This is an optimization exercise on Yosys and OpenROAD, whose aim is small area, a short achievable clock period and few clock cycles per item, not a production implementation. RTL that was checked went through simulation tests only; none was proved equivalent to the original.

==> v23: inputs <==
==> flow/design.v (excerpt) <==
module fsk_goertzel_demod (
    input  wire        clk,
    input  wire        rst,
    input  wire        in_valid,
    output wire        in_ready,
    input  wire [1:0]  in_cmd,
    input  wire [15:0] in_data,
    input  wire [15:0] cfg_spb,
    input  wire [15:0] cfg_coeff0,
    input  wire [15:0] cfg_coeff1,
    output reg         out_valid,
    output reg  [7:0]  out_byte
);
export LEC_CHECK = 0
export CAP_MARGIN = 20
export CORE_MARGIN = 2
export CORE_UTILIZATION = 40
export CTS_CLUSTER_SIZE = 40
export SLEW_MARGIN = 20
create_clock -name core_clock -period 20.0 [get_ports {clk}]
standard.sh (not shown) runs the stock make flow with config.mk's settings and CLKGATE_MAP_FILE= SYNTH_SCRIPT=/design/flow/synth_recipe.tcl, a recipe that flattens the netlist after the stock synthesis.
==> flow/flow/run.sh <==
#!/bin/bash
# Own layout flow: the standard ORFS flow, with the port buffers chosen as
# buf_2 cells and timing repair aiming at a setup slack well above the 20 ns
# clock's (the clock period and all constraints are unchanged).
set -euo pipefail
export BUFFER_PORTS_ARGS="-buffer_cell sky130_fd_sc_hd__buf_2"
export SETUP_SLACK_MARGIN=15.1
bash standard.sh synth > synth.log 2>&1
bash standard.sh > layout.log 2>&1
==> v27 (differences from v23) <==
--- a/flow/design.v
+++ b/flow/design.v
@@ -31,17 +31,16 @@
     reg [1:0]  ej;
     reg [24:0] m0, m1, m2;
     reg [25:0] d0, d1, d2;
     reg [27:0] acc;
     reg        sticky, last8, kill, eida;
     reg        f_ld, f_l4, f_v, f_pz, f_pd, f_ps, f_mc, f_pre, f_dec, f_e2, f_st, f_cl;
     reg        bq_one, bq_two, bq_neg;
     reg [2:0]  bcnt;
-    reg [6:0]  sh;           
     wire st_start = v0 && c0 == 2'd1;
     wire st_end   = v0 && c0 == 2'd2;
     wire st_smp   = v0 && c0 == 2'd0;
     wire do_start = st_start && !active && spb != 16'd0;
     wire do_end   = st_end && active;
     wire do_smp   = st_smp && active;
     wire do_pre   = do_smp && pre;
     wire do_data  = do_smp && !pre;
@@ -50,17 +49,17 @@
     wire        active_n = do_start ? 1'b1 : do_end ? 1'b0 : active;
     wire        pre_n    = do_start ? 1'b1 : (do_pre && wl && pcnt == 4'd15) ? 1'b0 : pre;
     wire [15:0] wcnt_n   = (clr || (do_smp && wl)) ? spb : do_smp ? wcnt - 16'd1 : wcnt;
     wire        wl_n     = wcnt_n == 16'd1;
     wire        dm_n     = active_n && !pre_n;      
     wire        ld_cfg   = !active_n;
     wire [3:0]  pcnt_n   = do_start ? 4'd0 : (do_pre && wl) ? pcnt + 4'd1 : pcnt;
     wire        pe_n     = active_n && pre_n && pcnt_n == 4'd15 && wl_n && spb == 16'd1;
-    wire [5:0]  ec_n = trig ? 6'd1 : (ec == 6'd0 || ec == 6'd46) ? 6'd0 : ec + 6'd1;
+    wire [5:0]  ec_n = rst ? 6'd0 : trig ? 6'd1 : (ec == 6'd0 || ec == 6'd46) ? 6'd0 : ec + 6'd1;
     wire        stall_n = trig || (ec_n != 6'd0 && ((wl_n && dm_n) || pe_n));
     wire        rdy_n   = !((in_valid && rdy && in_cmd == 2'd0 && dm_n) || stall_n);
     wire        rdy_o_n = !(stall_n || (in_valid && rdy_o && in_cmd == 2'd0 && dm_n));
     wire        commit  = do_data || cm2;
     wire        wlast_c = do_data ? wl : wl2;
     wire [15:0] xe  = frm ? 16'd0 : xr;
     wire [23:0] s2e = frm ? 24'd0 : s2b;       
     wire [23:0] s2m = fra ? 24'd0 : s2a;       
@@ -823,32 +822,32 @@
         m1 <= m2;
         m2 <= f_ld ? {s2b[23], s2b} : f_l4 ? acc[24:0] : m0;
         d0 <= d1;
         d1 <= d2;
         d2 <= f_ld ? {r2[23], r2, 1'b0} :
               (f_l4 || f_v) ? {sum[24:0], 1'b0} :
               {d0[25], d0[25], d0[25:3], d0[2]};
         acc <= sum;
-        ec  <= rst ? 6'd0 : ec_n;
+        ec  <= ec_n;
         ej  <= ej_n;
         if (f_cl) sticky <= 1'b0;
         else if (f_st && acc[1:0] != 2'd0) sticky <= 1'b1;
         f_ld  <= ec_n == 6'd2 || ec_n == 6'd3;
         f_l4  <= ec_n == 6'd4;
         f_v   <= ec_n == 6'd5 || ec_n == 6'd6;
         f_pz  <= ec_n == 6'd2 || ec_n == 6'd7;
         f_pd  <= ec_n == 6'd5 || ec_n == 6'd6;
         f_ps  <= ec_n >= 6'd8 && ej_n == 2'd0;
         f_st  <= ec_n >= 6'd8 && ej_n == 2'd0;
         f_cl  <= ec_n == 6'd7;
         f_mc  <= ec_n >= 6'd2 && ec_n <= 6'd4;
         f_pre <= ec_n >= 6'd2 && ec_n <= 6'd6;
         f_e2  <= ej_n == 2'd2;
-        f_dec <= ec_n == 6'd46 && !rst;
+        f_dec <= ec_n == 6'd46;
         bq_one <= d1[1] ^ d1[0];
         bq_two <= (d1[2] & ~d1[1] & ~d1[0]) | (~d1[2] & d1[1] & d1[0]);
         bq_neg <= d1[2];
         if (trig) begin
             eida  <= idb;
             last8 <= bcnt == 3'd7;
         end
         if (rst) begin
@@ -872,13 +871,11 @@
             out_valid <= 1'b0;
             if (clr) bcnt <= 3'd0;
             if (f_dec && !kill_e) begin
                 if (!clr) bcnt <= last8 ? 3'd0 : bcnt + 3'd1;
                 out_valid <= last8;
             end
         end
     end
-    always @(posedge clk) begin
-        if (f_dec && !kill_e) sh <= {sh[5:0], bit_dec};
-        out_byte <= {sh, bit_dec};    
-    end
+    always @(posedge clk)
+        if (f_dec && !kill_e) out_byte <= {out_byte[6:0], bit_dec};
 endmodule
==> flow/flow/run.sh (replaced) <==
#!/bin/bash
# Own layout flow: the standard ORFS flow, with the port buffers chosen as
# buf_2 cells and timing repair aiming at a setup slack well above the 20 ns
# clock's (the clock period and all constraints are unchanged).
set -euo pipefail
export BUFFER_PORTS_ARGS="-buffer_cell sky130_fd_sc_hd__buf_2"
export SETUP_SLACK_MARGIN=15
bash standard.sh synth > synth.log 2>&1
bash standard.sh > layout.log 2>&1
==> flow/config.mk (replaced) <==
export PLATFORM = sky130hd
export DESIGN_NAME = fsk_goertzel_demod
export DESIGN_NICKNAME = fsk_goertzel_demod
export VERILOG_FILES = /design/flow/design.v
export SDC_FILE = /design/flow/constraint.sdc
export NUM_CORES = 4
export LEC_CHECK = 0
export CAP_MARGIN = 20
export CORE_MARGIN = 2
export CORE_UTILIZATION = 60
export SLEW_MARGIN = 20
==> run notes <==
quantity	v23	v27
Result of the run	timing/DRC/antenna clean	timing/DRC/antenna clean
Initial antenna violation count	0	4
Final period utilization	25.3%	25.7%
Area of combinational cells with multiple inputs	15800 um2	15600 um2
Initial detailed-routing violation count	1254	1450
Source of the critical timing path	rdy_o	out_byte[5]
Detailed-router iteration count before antenna repair	6	5
Number of clock buffers inserted by TritonCTS	50	48
Core Area	67000 um2	44200 um2
Sequential-to-total area share from yosys stat	35.9%	35.6%
Placed cell area	28200 um2	27700 um2
Synthesized area	27100 um2	26900 um2
Number of well-tap cells placed	873	592
Fillers	6435	3594
Global-route track usage on met1	26.2%	40.2%
Floorplan row count	95	77
Layout cell share with drive strength beyond 1	10.7%	8.77%
Testbench counts of v23, summed over its fixed seeds: cycles 269,736, items 384.
The RTL of v27 was laid out without a check of its function.

========
==> run a: inputs <==
Another version of the RTL of fsk_goertzel_demod (not shown whole).
// fsk_goertzel_demod
module fsk_goertzel_demod (
    input  wire        clk,
    input  wire        rst,
    input  wire        in_valid,
    output wire        in_ready,
    input  wire [1:0]  in_cmd,
    input  wire [15:0] in_data,
    input  wire [15:0] cfg_spb,
    input  wire [15:0] cfg_coeff0,
    input  wire [15:0] cfg_coeff1,
    output reg         out_valid,
    output reg  [7:0]  out_byte
);
Settings: LEC_CHECK=0, CAP_MARGIN=20, CORE_MARGIN=2, CORE_UTILIZATION=40, CTS_CLUSTER_DIAMETER=50, CTS_CLUSTER_SIZE=20, SLEW_MARGIN=20; clock period 20.0 ns.
==> flow/flow/run.sh <==
#!/bin/bash
# Own layout flow: the standard ORFS flow, with the port buffers chosen as
# buf_2 cells and timing repair aiming at a setup slack well above the 20 ns
# clock's (the clock period and all constraints are unchanged).
set -euo pipefail
export BUFFER_PORTS_ARGS="-buffer_cell sky130_fd_sc_hd__buf_2"
export SETUP_SLACK_MARGIN=14.9
bash standard.sh synth > synth.log 2>&1
bash standard.sh > layout.log 2>&1
==> run b (differences from run a) <==
--- a/flow/design.v
+++ b/flow/design.v
@@ -18,11 +18,11 @@
     assign in_ready = rdy_o;
     reg        active, pre, wl, cm2, wl2;
     reg [3:0]  pcnt;
     reg [15:0] wcnt, spb;
     reg [15:0] ca, cb;
-    reg        ida, idb, fra, frb, frm;    
+    reg        ida, fra, frb, frm;         
     reg [23:0] s1a, s2a, s1b, s2b;
     reg [23:0] r1s, r1t;
     reg         r1c;
     wire [23:0] r1s_d, r1t_d;
     wire        r1c_d;
@@ -61,11 +61,10 @@
     wire        rdy_o_n = !(stall_n || (in_valid && rdy_o && in_cmd == 2'd0 && dm_n));
     wire        commit  = do_data || cm2;
     wire        wlast_c = do_data ? wl : wl2;
     wire [15:0] xe  = frm ? 16'd0 : xr;
     wire [23:0] s2e = frm ? 24'd0 : s2b;       
-    wire [23:0] s2m = fra ? 24'd0 : s2a;       
 wire p1_n0 = ca[1] & ~(ca[0] & 1'b0);
 wire p1_o0 = ca[0] ^ 1'b0;
 wire p1_t0 = (ca[1] & ~ca[0] & ~1'b0) | (~ca[1] & ca[0] & 1'b0);
 wire [23:0] p1_y0 = s1a ^ {24{p1_n0}};
 wire p1_pp0_0 = ((p1_o0 & p1_y0[0]) | (p1_t0 & p1_n0));
@@ -805,12 +804,11 @@
         s1a <= commit ? (frb ? {{8{xr[15]}}, xr} : r2) : s1b;
         s2a <= commit ? (frb ? 24'd0 : s1b) : s2b;
         fra <= clr ? 1'b1 : commit ? wlast_c : frb;
         ca  <= ld_cfg ? cfg_coeff0 : cb;
         cb  <= ld_cfg ? cfg_coeff1 : ca;
-        ida <= ld_cfg ? 1'b0 : idb;
-        idb <= ld_cfg ? 1'b1 : ida;
+        ida <= ld_cfg ? 1'b0 : !ida;
         r1s <= r1s_d;
         r1t <= r1t_d;
         r1c <= r1c_d;
         if (ld_cfg) spb <= cfg_spb;
         if (rdy) xr <= in_data;
@@ -846,11 +844,11 @@
         f_dec <= ec_n == 6'd46 && !rst;
         bq_one <= d1[1] ^ d1[0];
         bq_two <= (d1[2] & ~d1[1] & ~d1[0]) | (~d1[2] & d1[1] & d1[0]);
         bq_neg <= d1[2];
         if (trig) begin
-            eida  <= idb;
+            eida  <= !ida;
             last8 <= bcnt == 3'd7;
         end
         if (rst) begin
             rdy       <= 1'b1;
             rdy_o     <= 1'b1;
==> flow/flow/run.sh (replaced) <==
#!/bin/bash
# Own layout flow: the standard ORFS flow (standard.sh, with its standard
# synthesis unchanged), with two changes in how the layout is made:
#  - the port buffers that buffer_ports inserts are buf_2 cells;
#  - timing repair (after CTS and after global routing) aims at a setup slack
#    of 14.9 ns on the unchanged 20 ns clock, so it sizes the critical paths.
# The clock period, the SDC and all other constraints are the standard flow's.
# Each step's full output: synth.log and layout.log here, and the per-tool logs
# that ORFS writes under orfs/logs/.
set -euo pipefail
export BUFFER_PORTS_ARGS="-buffer_cell sky130_fd_sc_hd__buf_2"
export SETUP_SLACK_MARGIN=14.9
bash standard.sh synth > synth.log 2>&1
bash standard.sh > layout.log 2>&1
CTS_BUF_LIST = sky130_fd_sc_hd__clkbuf_8   (was default)
CTS_CLUSTER_DIAMETER = default   (was 50)
CTS_CLUSTER_SIZE = default   (was 20)
==> run c (differences from run a) <==
CTS_CLUSTER_DIAMETER = default   (was 50)
CTS_CLUSTER_SIZE = default   (was 20)
==> comparison table <==
| item | run c | run b | run a |
|---|---|---|---|
| Status | finished clean | finished clean | finished clean |
| Number of multi-input logic gates | 1999 | 1986 | 1999 |
| Multi-input gate share of the layout cell area | 0.5252 | 0.5262 | 0.5221 |
| Hold-critical path endpoint | m1[9] | d0[18] | d1[11] |
| Fraction of area in registers | 0.3271 | 0.3261 | 0.3252 |
| Post-Synthesis Net Count | 3282 | 3274 | 3282 |
| Iteration-0 DRC count of the detailed router | 1321 | 1221 | 1309 |
| Post-layout utilization of the core | 0.4453 | 0.4449 | 0.4479 |
| Met2 layer usage reported by global route | 0.3279 | 0.3179 | 0.3291 |
| Complex-gate fraction of the synthesized area | 0.1365 | 0.1344 | 0.1365 |
| Number of buffers created by CTS | 50 | 80 | 47 |
| Effective utilization at floorplan | 0.4037 | 0.4037 | 0.4037 |
| Overall global routing resource usage | 0.1967 | 0.1963 | 0.1962 |
| Final layout net count | 3278 | 3298 | 3275 |
| Number of detailed-routing iterations run before antenna repair | 5 | 5 | 7 |
| Root buffer cell | sky130_fd_sc_hd__clkbuf_16 | sky130_fd_sc_hd__clkbuf_8 | sky130_fd_sc_hd__clkbuf_16 |
| Count of filler cells inserted in the layout | 6472 | 6429 | 6446 |
| Share of final-layout standard cells stronger than drive strength 1 | 0.07776 | 0.09393 | 0.07854 |
| Wire length of the first global-routing pass | 110300 um | 110300 um | 110100 um |
| Startpoint of the lowest-slack hold path | m2[9] | d1[18] | d2[11] |
| Number of global-route vias before repair | 20.45k | 20.74k | 20.48k |
Testbench counts of run a, summed over its fixed seeds: cycles 269,736, items 384.
Testbench counts of run b, summed over its fixed seeds: cycles 269,736, items 384.
Testbench counts of run c, summed over its fixed seeds: cycles 269,736, items 384.

========
==> yarrow <==
Another version of the RTL of fsk_goertzel_demod (not shown whole).
clock: 20.0 ns
lec_check: 0
cap_margin: 20
core_margin: 2
core_utilization: 40
slew_margin: 20
run.sh (not shown) runs the stock make flow with config.mk's settings and CLKGATE_MAP_FILE= SYNTH_SCRIPT=/design/flow/synth_recipe.tcl, a recipe that flattens the netlist after the stock synthesis.
Stock flow here: none of the scripts above is used.
==> inputs of willow, as changes to yarrow <==
Settings changed: ABC_AREA from default to 1, CORE_UTILIZATION 40 to 65.
==> notes <==
Sequential share of layout area: willow is lower than yarrow (1.2 points). In willow the critical path depth is lower than in yarrow, by 18. Of yarrow and willow, willow has the higher clock-buffer cell count (gap 2). Against yarrow, the via count of willow is larger by 19%. Against yarrow, the synthesized cell count of willow is larger by about 20%. In willow the maximum frequency is higher than in yarrow, by about 2.5%. Worst hold slack: yarrow is better than willow (15 ps). Of yarrow and willow, willow has the higher global-route usage (gap 16 points).
Testbench counts of yarrow, summed over its fixed seeds: cycles 269,736, items 384.
Testbench counts of willow, summed over its fixed seeds: cycles 269,736, items 384.

========
==> job 3040 <==
Another version of the RTL of fsk_goertzel_demod (not shown whole).
Settings: LEC_CHECK=0, CAP_MARGIN=20, CORE_MARGIN=2, CORE_UTILIZATION=40, SLEW_MARGIN=20; clock period 20.0 ns.
standard.sh (not shown) runs the stock make flow with config.mk's settings and CLKGATE_MAP_FILE= SYNTH_SCRIPT=/design/flow/synth_recipe.tcl, a recipe that flattens the netlist after the stock synthesis.
==> flow/flow/run.sh <==
#!/bin/bash
# Own layout flow: the standard ORFS flow, with the port buffers chosen as
# buf_2 cells and timing repair aiming at a setup slack well above the 20 ns
# clock's (the clock period and all constraints are unchanged).
set -euo pipefail
export BUFFER_PORTS_ARGS="-buffer_cell sky130_fd_sc_hd__buf_2"
export SETUP_SLACK_MARGIN=14.8
bash standard.sh synth > synth.log 2>&1
bash standard.sh > layout.log 2>&1
==> inputs of job 7228, as changes to job 3040 <==
--- a/flow/design.v
+++ b/flow/design.v
@@ -876,9 +876,9 @@
                 out_valid <= last8;
             end
         end
     end
     always @(posedge clk) begin
         if (f_dec && !kill_e) sh <= {sh[5:0], bit_dec};
-        if (f_dec && last8) out_byte <= {sh, bit_dec};
+        out_byte <= {sh, bit_dec};    
     end
 endmodule
==> flow/flow/run.sh (replaced) <==
#!/bin/bash
# Own layout flow: the standard ORFS flow, with the port buffers chosen as
# buf_2 cells and timing repair aiming at a setup slack well above the 20 ns
# clock's (the clock period and all constraints are unchanged).
set -euo pipefail
export BUFFER_PORTS_ARGS="-buffer_cell sky130_fd_sc_hd__buf_2"
export SETUP_SLACK_MARGIN=15.1
bash standard.sh synth > synth.log 2>&1
bash standard.sh > layout.log 2>&1
--- a/flow/config.mk
+++ b/flow/config.mk
@@ -5,7 +5,8 @@
 export SDC_FILE = /design/flow/constraint.sdc
 export NUM_CORES = 4
 export LEC_CHECK = 0
 export CAP_MARGIN = 20
 export CORE_MARGIN = 2
 export CORE_UTILIZATION = 40
+export CTS_CLUSTER_SIZE = 25
 export SLEW_MARGIN = 20
==> comparison <==
Of job 7228 and job 3040, job 3040 has the higher cell count (gap about 0.4%, measured against job 3040).
Clock-buffer cell count is the same in job 3040 and job 7228.
In job 3040 the utilization is lower than in job 7228, by 0.63 points.
Sequential share of layout area: job 3040 is higher than job 7228 (0.56 points).
Testbench counts of job 7228, summed over its fixed seeds: cycles 269,736, items 384.
Function not checked in job 3040: the RTL went through the layout flow alone.

[what the ideal ports hide]
In the flow no input, the clock included, has a driving cell. The finished layouts below were timed again as built, in two steps. Step 1: set_driving_cell puts a clkbuf_16 on clk and a buf_2 on each other input, an assumption about the parent block. Step 2 times the ports against the registers' clock, not the clock port: input delays grow and output delays shrink by t, the midpoint of the rising clock arrivals with the driver on. a / b / c = no drivers / after step 1 / after step 2; a / b = the first two.
run | t (ns) | setup WS [ns] | worst setup path at the end
v23 | 0.647 | 14.948 / 14.890 / 14.980 | input to register
v27 | 0.640 | 14.852 / 14.794 / 14.590 | input to register
run a | 0.637 | 14.942 / 14.888 / 15.091 | input to register
run b | 0.717 | 14.898 / 14.840 / 14.978 | input to register
run c | 0.640 | 14.960 / 14.905 / 15.046 | input to register
yarrow | 0.655 | 13.962 / 13.962 / 13.962 | register to register
willow | 0.639 | 14.110 / 14.049 / 14.267 | register to register
job 3040 | 0.653 | 14.878 / 14.817 / 15.069 | input to register
job 7228 | 0.647 | 14.948 / 14.890 / 14.980 | input to register
After both steps setup and hold are still met in every run listed. For v27, which loses most, drivers alone change the setup slack by -0.058 ns; drivers and shift together by -0.262 ns.
